Source: an optimization exercise on an open RTL-to-GDS flow (aim: small area and a short achievable clock period). Production flows keep margins and buffers that such runs may drop. Function was checked by simulation only, so behaviour that the tests miss may differ from the original. Power figures rest on the tool's default switching activity, not on a simulated workload.

==> flow/run.sh <==
#!/bin/bash
# synth_recipe.tcl (not shown) runs the flow's synth.tcl, then flattens the netlist and writes it again
# the make line also repeats each setting of config.mk as NAME=value (left out here)
make -C /OpenROAD-flow-scripts/flow DESIGN_CONFIG=/design/flow/config.mk WORK_HOME=/design/flow/orfs CLKGATE_MAP_FILE= SYNTH_SCRIPT=/design/flow/synth_recipe.tcl finish
==> flow/config.mk <==
export PLATFORM = sky130hd
export DESIGN_NAME = k2mix_rxdec
export DESIGN_NICKNAME = k2mix_rxdec
export VERILOG_FILES = /design/flow/design.v
export SDC_FILE = /design/flow/constraint.sdc
export NUM_CORES = 4
export LEC_CHECK = 0
export CAP_MARGIN = 20
export CORE_MARGIN = 2
export CORE_UTILIZATION = 40
export PLACE_DENSITY = 0.6
export SLEW_MARGIN = 20
==> flow/constraint.sdc <==
create_clock -name core_clock -period 10.0 [get_ports {clk}]
set_input_delay 2.0000 -clock core_clock [delete_from_list [all_inputs] [get_ports {clk}]]
set_output_delay 2.0000 -clock core_clock [all_outputs]
set_load 0.01 [all_outputs]
==> flow/design.v <==
module k2mix_rxdec (
    input  wire        clk,
    input  wire        rst,         
    input  wire        in_valid,
    input  wire [7:0]  in_byte,
    input  wire        in_last,
    output wire        out_valid,
    output reg  [2:0]  out_st,
    output reg  [7:0]  out_cmd,
    output reg  [7:0]  out_plen,
    output reg  [2:0]  out_kind,
    output reg  [7:0]  out_node,
    output reg  [31:0] out_val
);
    localparam [7:0] START_BYTE            = 8'h02;
    localparam [7:0] STOP_BYTE             = 8'h03;
    localparam [7:0] CMD_GET_VALUES        = 8'h04;
    localparam [7:0] CMD_SET_DUTY          = 8'h05;
    localparam [7:0] CMD_SET_CURRENT       = 8'h06;
    localparam [7:0] CMD_SET_CURRENT_BRAKE = 8'h07;
    localparam [7:0] CMD_FORWARD           = 8'h22;
    localparam [2:0] ST_OK    = 3'd1;
    localparam [2:0] ST_SHORT = 3'd2;
    localparam [2:0] ST_START = 3'd3;
    localparam [2:0] ST_LEN   = 3'd4;
    localparam [2:0] ST_SIZE  = 3'd5;
    localparam [2:0] ST_STOP  = 3'd6;
    localparam [2:0] ST_CRC   = 3'd7;
    localparam [2:0] K_RAW = 3'd0, K_DUTY = 3'd1, K_CURRENT = 3'd2,
                     K_BRAKE = 3'd3, K_GETVALUES = 3'd4, K_ROUTED = 3'd5;
    function [15:0] crc_byte;
        input [15:0] c;
        input [7:0]  b;
        integer j;
        begin
            crc_byte = c ^ {b, 8'h00};
            for (j = 0; j < 8; j = j + 1)
                crc_byte = crc_byte[15] ? ((crc_byte << 1) ^ 16'h1021) : (crc_byte << 1);
        end
    endfunction
    reg [8:0]  idx;           
    reg [7:0]  b0;            
    reg [7:0]  len;           
    reg [15:0] crc;           
    reg [7:0]  rx_hi;         
    reg [7:0]  rx_lo;         
    reg [7:0]  lastb;         
    reg [7:0]  p [0:6];       
    reg [8:0]  n;             
    reg        fin;           
    integer i;
    always @(posedge clk) begin
        if (rst) begin
            idx <= 9'd0;
            fin <= 1'b0;
        end else begin
            fin <= in_valid & in_last;
            if (in_valid) begin
                if (idx == 9'd0) begin
                    b0  <= in_byte;
                    crc <= 16'h0000;
                end
                if (idx == 9'd1)
                    len <= in_byte;
                if (idx >= 9'd2 && idx <= {1'b0, len} + 9'd1)
                    crc <= crc_byte(crc, in_byte);
                if (idx == {1'b0, len} + 9'd2)
                    rx_hi <= in_byte;
                if (idx == {1'b0, len} + 9'd3)
                    rx_lo <= in_byte;
                for (i = 0; i < 7; i = i + 1)
                    if (idx == i + 2)
                        p[i] <= in_byte;
                if (in_last) begin
                    lastb <= in_byte;
                    n     <= (idx == 9'd511) ? 9'd511 : idx + 9'd1;
                    idx   <= 9'd0;
                end else if (idx != 9'd511) begin
                    idx <= idx + 9'd1;
                end
            end
        end
    end
    assign out_valid = fin;
    always @(*) begin
        out_cmd  = 8'd0;
        out_plen = 8'd0;
        out_kind = K_RAW;
        out_node = 8'd0;
        out_val  = 32'd0;
        if (n < 9'd6)
            out_st = ST_SHORT;
        else if (b0 != START_BYTE)
            out_st = ST_START;
        else if (len == 8'd0)
            out_st = ST_LEN;
        else if (n != {1'b0, len} + 9'd5)
            out_st = ST_SIZE;
        else if (lastb != STOP_BYTE)
            out_st = ST_STOP;
        else if (crc != {rx_hi, rx_lo})
            out_st = ST_CRC;
        else
            out_st = ST_OK;
        if (out_st == ST_OK) begin
            out_cmd  = p[0];
            out_plen = len;
            if (len == 8'd5 && p[0] == CMD_SET_DUTY) begin
                out_kind = K_DUTY;
                out_val  = {p[1], p[2], p[3], p[4]};
            end else if (len == 8'd5 && p[0] == CMD_SET_CURRENT) begin
                out_kind = K_CURRENT;
                out_val  = {p[1], p[2], p[3], p[4]};
            end else if (len == 8'd5 && p[0] == CMD_SET_CURRENT_BRAKE) begin
                out_kind = K_BRAKE;
                out_val  = {p[1], p[2], p[3], p[4]};
            end else if (len == 8'd1 && p[0] == CMD_GET_VALUES) begin
                out_kind = K_GETVALUES;
            end else if (len == 8'd7 && p[0] == CMD_FORWARD && p[2] == CMD_SET_DUTY) begin
                out_kind = K_ROUTED;
                out_node = p[1];
                out_val  = {p[3], p[4], p[5], p[6]};
            end
        end
    end
endmodule
==> summary.txt <==
## cells in the mapped netlist, types with 2 or more instances
cell | number | area [um2]
edfxtp_1 | 121 | 3630
nor2_1 | 62 | 233
xnor2_1 | 46 | 403
nand2_1 | 44 | 165
a22oi_1 | 31 | 233
xor2_1 | 31 | 272
nor3_2 | 30 | 300
nor3_1 | 21 | 105
a21oi_1 | 20 | 100
ha_1 | 20 | 250
nand3_1 | 20 | 100
inv_1 | 17 | 63.8
buf_2 | 15 | 75.1
clkbuf_1 | 15 | 56.3
o21ai_0 | 13 | 65.1
and2_1 | 11 | 68.8
and3_1 | 11 | 68.8
dfxtp_1 | 10 | 200
nor4_1 | 10 | 62.6
nand4_1 | 8 | 50.1
nor2b_1 | 6 | 37.5
buf_6 | 4 | 45.0
nand3b_1 | 4 | 30.0
nor3b_1 | 4 | 30.0
or4_1 | 4 | 30.0
mux2i_1 | 3 | 30.0
or2_2 | 3 | 18.8
a2111oi_0 | 2 | 17.5
a211o_1 | 2 | 17.5
a21o_1 | 2 | 15.0
buf_1 | 2 | 7.51
buf_4 | 2 | 15.0
o211ai_1 | 2 | 15.0
o21a_1 | 2 | 15.0
o31ai_1 | 2 | 15.0
or2_1 | 2 | 12.5
## worst register-to-register path, stage by stage, from the launching register on
cell	delay [ns]
edfxtp_1	0.81
ha_1	0.44
nand2_1	0.16
nor2_1	0.16
xnor2_1	0.09
ha_1	0.32
o21ai_0	0.09
nand2b_1	0.08
a21oi_1	0.06
a211o_1	0.28
a21oi_2	0.77
o21bai_2	0.53
## state kept, by name, summed over array words and instances, names as in the netlist, 9 cells and up
name and count:
p 56, crc 16, idx 9, n 9
## final cells by class
type | instances | area share, %
clock inverter | 13 | 1.58
inverter | 18 | 0.790
multi-input combinational | 437 | 35.2
timing repair buffer | 80 | 9.33
clock buffer | 18 | 5.02
sequential | 131 | 44.8
tap | 225 | 3.29
## cells by family (layout without fill, tap and decap cells)
group | count (synthesis) | in the layout | synth area share, %
xor+xnor | 77 | 77 | 9.53
mux | 4 | 4 | 0.584
compound gates | 86 | 86 | 8.35
fa+ha+maj | 20 | 20 | 3.54
flops | 131 | 131 | 54.2
simple gates | 250 | 250 | 20.1
buf+inv | 56 | 129 | 3.77
## metrics by stage
stage	cell area, um2	setup WS (ns)
floorplan	7080	5.42
global placement	7970	3.99
detailed placement	7970	4.01
CTS	8540	3.57
global route	8560	3.28
finish	8560	3.54
## worst max-delay path by stage
stage / from / end / slack [ns] / cells past startpoint
after global placement: len[0] / out_kind[2] / 3.99 / 8
after detailed placement: len[2] / out_kind[2] / 4.01 / 8
after floorplan: len[2] / out_cmd[0] / 5.42 / 12
final: len[0] / out_kind[2] / 3.54 / 8
after global routing: len[0] / out_kind[2] / 3.28 / 8
after CTS: len[2] / out_kind[2] / 3.57 / 8
## routing by layer
metal | up-vias | GRT usage, %
met5 | - | 0
met4 | 0 | 4.87
met3 | 15 | 4.07
met2 | 162 | 30.9
met1 | 2523 | 26.9
li1 | 2395 | -
## power breakdown
group          switching, mW  leakage, nW  total (mW)  internal (mW)
Sequential           0.00660         1.19       0.614          0.608
Clock                  0.227        0.266       0.591          0.364
Combinational         0.0378         1.34      0.0611         0.0233
Total                  0.271         2.80        1.27          0.995
==> qor.txt <==
Max Fclk = 155 MHz
outcome = finished clean
delay-heaviest family, CP = simple AND/OR/NAND/NOR gates
Post-Place Cells = 890
buffers added on ports = 74
clock slew at reported path FFs = 0.06 ns
total setup buffers inserted after CTS = 0
Post-CTS Hold Buffers = 0
Detailed Route WL = 18000 um
DIE AREA = 0.0188 mm2
DRT met1 WL = 8370 um
period utilization = 64.6%
pwr dens = 148 mW/mm2
worst-path cell with the longest stage delay = nand4bb_1
non-filler cells, final = 922
Least-Margin Pin Slew = 1.06 ns
Layout Nets = 717
initial antenna violation count = 0
crit path buf inv count = 1
hold-critical path depth = 1
Clk Latency, worst-skew pair = 0.41 ns
first-pass GRT wire length = 27200 um
final setup violation count = 0
post-synth net total = 656
CP max stage delay = 0.89 ns
Cells after Synth = 624
RSZ-0062 raised after global routing = false
1st-iter DRT viols = 401
hold slack = 0.563 ns
Final TNS setup = 0 ns
Register-to-Register Path Depth = 11
Initial Utilization = 40.9%
Worst R2R Setup Slack = 5.83 ns
# clock sinks = 131
Area growth, synth to finish = 20.9%
hold wc startpoint = idx[0]
origin of the critical flop-to-flop path = len[2]
top sig layer = met4
Vias = 5095
Mapped Area = 0.00708 mm2
CP startpoint kind = register
Max-Cap Viols = 0
CP max FO = 22
row cnt = 48
largest net degree at the start of global routing = 43
cell repeated most along the worst path = nor3_1
EDFF count, synth = 121
Detailed Place HPWL = 12500 um
CTS max path bufs = 2
number of global-route vias before repair = 4840
Final Hold Fails = 0
metal2 WL = 8510 um
footprint of the multi-input gates = 0.00301 mm2
CTS tree = done
YS warnings = 2
global route total overflow = 0
post-synth cell types = 58
GRT Overall Usage = 19.4%
commonest non-fill, non-tap cells in the layout = edfxtp_1 (121), clkdlybuf4s50_1 (74), nor2_1 (62)
TritonCTS Buffers = 17
Req. time, crit path = 8.00 ns
Setup CP Type = reg2out
synthesized flop and latch total = 131
via/cell ratio = 5.53
peak supply drop = 0.120 mV
slew margin rel. = 29.2%
crit-path cells = ha_1, o21ai_0, xnor2_1, nor3_1, o2111ai_1, nand4bb_1, nor3_1, clkdlybuf4s50_1
ys async rst share = 0%
post-route ant nets = 0
prevailing post-synth register cell = edfxtp_1
wire length on met3 = 979 um
clk_skew = 0.00980 ns
P_leak = 2.80 nW
Worst EP arrival = 4.46 ns
Seq/Total Area, Yosys = 54.2%
boundary pin count = 75
overall power = 1.27 mW
H-Tree Depth = 4
most common cell after layout, fill and taps aside = edfxtp_1
CTS root buf = clkbuf_16
utilization after layout = 49.5%
PostCTS Resize Cnt = 0
Hold Path Sink = n[0]
min Tclk post-route = 6.46 ns
register area = 0.00383 mm2
reg2reg end = crc[15]
DRT Pass-1 Iters = 5
DIE WIDTH = 137 um
FILL cells = 1556
share of layout cells above drive strength 1 = 11.5%
Final Max Tran Viols = 0
Antenna Diode Count = 0
DR DRC count = 0
Hold WC Path Type = reg2reg
Post-Syn Area per Cell = 11.3 um2
Final Wtd Congestion = 0.909
die span in y = 137 um
Setup crit end kind = output port
wire per inst = 19.5 um
core area = 0.0173 mm2

-- separate check: timing with driven ports --
Ports are ideal in the flow. The routed layout listed here was re-timed in OpenROAD.
Step 1: set_driving_cell puts a clkbuf_16 on clk and a buf_2 on each other input, an assumption about the parent block.
Step 2 adds t to the input delays and takes it off the output delays; t is the mean of the earliest and latest rising clock arrival at the registers after step 1. Input paths then give back, and output paths get back, about the clock's delay inside the block.
a / b / c = ideal / step 1 / step 2; a / b = the first two.
t (ns): 0.448
setup slack, ns: 3.541 / 3.498 / 3.946
worst setup path at the end: register to output
latest minus earliest clock arrival (ns): 0.011 / 0.010
worst slew at a driven data input, ns: 0.04
After both steps this run still meets setup and hold. For this run, drivers alone change the setup slack by -0.043 ns; drivers and shift together by +0.405 ns.
